Background: an optimization exercise with open tools, aiming at small area. Do not read the settings as production practice. Function was checked by simulation only, so behaviour that the tests miss may differ from the original. No activity file was given, so power comes from the tool's default toggle rates.

==> run a: inputs <==
==> flow/design.v (excerpt) <==
module pcf2127_rrc (
    input  wire        clk,
    input  wire        rst,
    input  wire        cmd_valid,
    input  wire [55:0] cmd_word,
    output wire        busy,
    output reg         done,
    output reg  [2:0]  status,
    output reg         bus_init,
    output reg  [7:0]  bus_selid,
    output reg         sel,
    output wire        xfer_req,
    output wire        xfer_rd,
    output wire [7:0]  xfer_txd,
    input  wire        xfer_ack,
    input  wire        xfer_err,
    input  wire [7:0]  xfer_rxd,
    output wire        diag_valid,
    output wire [4:0]  diag_idx,
    output wire [7:0]  diag_val,
    output reg  [7:0]  t_second,
    output reg  [7:0]  t_minute,
    output reg  [7:0]  t_hour,
    output reg  [7:0]  t_day,
    output reg  [7:0]  t_weekday,
    output reg  [7:0]  t_month,
    output reg  [7:0]  t_year
);
clock: 14.0 ns
lec_check: 0
cap_margin: 20
core_margin: 2
core_utilization: 40
place_density: 0.6
slew_margin: 20
run.sh (not shown) runs the stock make flow with config.mk's settings and CLKGATE_MAP_FILE= SYNTH_SCRIPT=/design/flow/synth_recipe.tcl, a recipe that flattens the netlist after the stock synthesis.
==> run b (differences from run a) <==
--- a/flow/design.v
+++ b/flow/design.v
@@ -149,48 +149,59 @@
                            (step == 3'd3) ? 5'd7 : 5'd6;
             4'h1, 4'h4, 4'h6: u_slot = k;
             default: u_slot = 5'd6;
         endcase
     end
-    wire [6:0] bn    = r0[6:0];                  
-    wire [13:0] bprod = bn * 7'd103;
-    wire [3:0] btens = bprod[13:10];              
-    wire [7:0] bcd   = {btens, bn[3:0] - {btens[2:0], 1'b0} - {btens[0], 3'b000}};
+    function [3:0] add3;
+        input [3:0] x;
+        add3 = (x >= 4'd5) ? x + 4'd3 : x;
+    endfunction
+    wire [3:0] bc1 = add3({1'b0, r0[6:4]});
+    wire [3:0] bc2 = add3({bc1[2:0], r0[3]});
+    wire [3:0] bc3 = add3({bc2[2:0], r0[2]});
+    wire [3:0] bc4 = add3({bc3[2:0], r0[1]});
+    wire [7:0] bcd = {bc1[3], bc2[3], bc3[3], bc4[3], bc4[2:0], r0[0]};
     wire [7:0] frombcd = {r0[7:4], 3'b000} + {2'b00, r0[7:4], 1'b0} + {4'd0, r0[3:0]};
-    reg [7:0] wdata;
+    reg [7:0] am, om;
+    reg       use_bcd;
     always @(*) begin
-        wdata = r0;
+        am = 8'hFF;
+        om = 8'h00;
+        use_bcd = 1'b0;
         case (opc)
-            4'h1: case (k)
-                    5'd6, 5'd8, 5'd22, 5'd23: wdata = 8'h01;
-                    5'd7:  wdata = 8'h06;
-                    5'd10, 5'd11, 5'd12, 5'd13, 5'd14: wdata = 8'h80;
-                    5'd15: wdata = 8'h07;
-                    5'd16: wdata = 8'h03;
-                    5'd18: wdata = 8'h40;
-                    5'd25: wdata = 8'h08;
-                    default: wdata = 8'h00;
-                  endcase
-            4'h2: wdata = step[2] ? (r0 & ~8'h20) : (r0 | 8'h20);
+            4'h1: begin
+                am = 8'h00;
+                om[0] = (k == 5'd6) || (k == 5'd8) || (k == 5'd15) || (k == 5'd16) ||
+                        (k == 5'd22) || (k == 5'd23);
+                om[1] = (k == 5'd7) || (k == 5'd15) || (k == 5'd16);
+                om[2] = (k == 5'd7) || (k == 5'd15);
+                om[3] = (k == 5'd25);
+                om[6] = (k == 5'd18);
+                om[7] = (k >= 5'd10) && (k <= 5'd14);
+            end
+            4'h2: if (step[2]) am = ~8'h20; else om = 8'h20;
             4'h3: case (step)
-                    3'd2: wdata = 8'h07;
-                    3'd3: wdata = r0 | 8'hE0;
-                    default: wdata = r0 | 8'h40;
+                    3'd2: begin am = 8'h00; om = 8'h07; end
+                    3'd3: om = 8'hE0;
+                    default: om = 8'h40;
                   endcase
-            4'h5: wdata = (k == 5'd4) ? 8'h00 : bcd;
-            4'h7: wdata = r0 | 8'h02;
-            4'h8: wdata = (step == 3'd1) ? (r0 | 8'h02) : (k == 5'd4) ? 8'h80 : bcd;
-            4'h9: wdata = r0 & ~8'h10;
-            4'hA: wdata = (step == 3'd1) ? (r0 & ~8'h02) : 8'h80;
-            4'hB: wdata = r0 | 8'h01;
-            4'hC: wdata = (step == 3'd2) ? (r0 | 8'h01) :
-                          k[0] ? r0 : ((r0 & ~8'hC3) | {7'b0100001, r20[6]});
-            4'hD: wdata = r0 & ~8'h08;
-            4'hE: wdata = (step == 3'd1) ? (r0 & ~8'h01) : k[0] ? 8'h00 : 8'h03;
+            4'h5: begin use_bcd = 1'b1; if (k == 5'd4) am = 8'h00; end
+            4'h7: om = 8'h02;
+            4'h8: if (step == 3'd1) om = 8'h02;
+                  else begin use_bcd = 1'b1; if (k == 5'd4) begin am = 8'h00; om = 8'h80; end end
+            4'h9: am = ~8'h10;
+            4'hA: if (step == 3'd1) am = ~8'h02; else begin am = 8'h00; om = 8'h80; end
+            4'hB: om = 8'h01;
+            4'hC: if (step == 3'd2) om = 8'h01;
+                  else if (!k[0]) begin am = ~8'hC3; om = {7'b0100001, r20[6]}; end
+            4'hD: am = ~8'h08;
+            4'hE: if (step == 3'd1) am = ~8'h01;
+                  else begin am = 8'h00; om = k[0] ? 8'h00 : 8'h03; end
             default: ;
         endcase
     end
+    wire [7:0] wdata = ((use_bcd ? bcd : r0) & am) | om;
     wire [6:0] dv_r2 = {r0[5:0], r25[7]};
     wire       dv_ge = (dv_r2 >= 7'd60);
     wire [6:0] dv_rn = dv_ge ? dv_r2 - 7'd60 : dv_r2;
     wire hit = (pos == u_slot);
     assign busy       = (state != S_IDLE);
==> flow/config.mk (replaced) <==
export PLATFORM = sky130hd
export DESIGN_NAME = pcf2127_rrc
export DESIGN_NICKNAME = pcf2127_rrc
export VERILOG_FILES = /design/flow/design.v
export SDC_FILE = /design/flow/constraint.sdc
export NUM_CORES = 4
export LEC_CHECK = 0
export ABC_AREA = 1
export CAP_MARGIN = 20
export CORE_MARGIN = 2
export CORE_UTILIZATION = 40
export CTS_BUF_LIST = sky130_fd_sc_hd__clkbuf_4
export PLACE_DENSITY = 0.6
export SLEW_MARGIN = 20
==> summary of the runs <==
- In run a the critical path depth is lower than in run b, by 4.
- In run b the count of clock-buffer cells in the layout is higher than in run a, by 60.
- In run a the first-iteration DRC count is larger than in run b, by about 60%.
- Against run b, the core utilization of run a is lower by 1.2 points.
- Sequential power: run a is higher than run b (45%).
- In run a the clock power is larger than in run b, by about 16%.
- Against run a, the sequential share of layout area of run b is higher by 2.4 points.
- Of run a and run b, run b has the higher global-route usage (gap 0.21 points).
- Against run b, the via count of run a is higher by 5.9%.

[what the ideal ports hide]
Ports are ideal in the flow. The routed layouts listed here were re-timed in OpenROAD. Step 1 (the two cells are an assumption about what drives the block):
set clk [get_ports {clk}]
set_driving_cell -lib_cell sky130_fd_sc_hd__clkbuf_16 $clk
set_driving_cell -lib_cell sky130_fd_sc_hd__buf_2 [delete_from_list [all_inputs] $clk]
Step 2 also shifts input and output timing later by t, the mid clock arrival at the registers, as if the neighbouring blocks saw the same clock. Three values: ideal ports, drivers, drivers and shift; two values: the first two.
run	shift t [ns]	setup WS [ns]	clock arrival spread, ns	slew at the worst register clock pin (ns)
run a	0.621	6.485 / 6.433 / 7.055	0.009 / 0.009	0.06 / 0.06
run b	0.692	7.201 / 7.154 / 7.846	0.055 / 0.054	0.09 / 0.09
After both steps setup and hold are still met in every run listed.
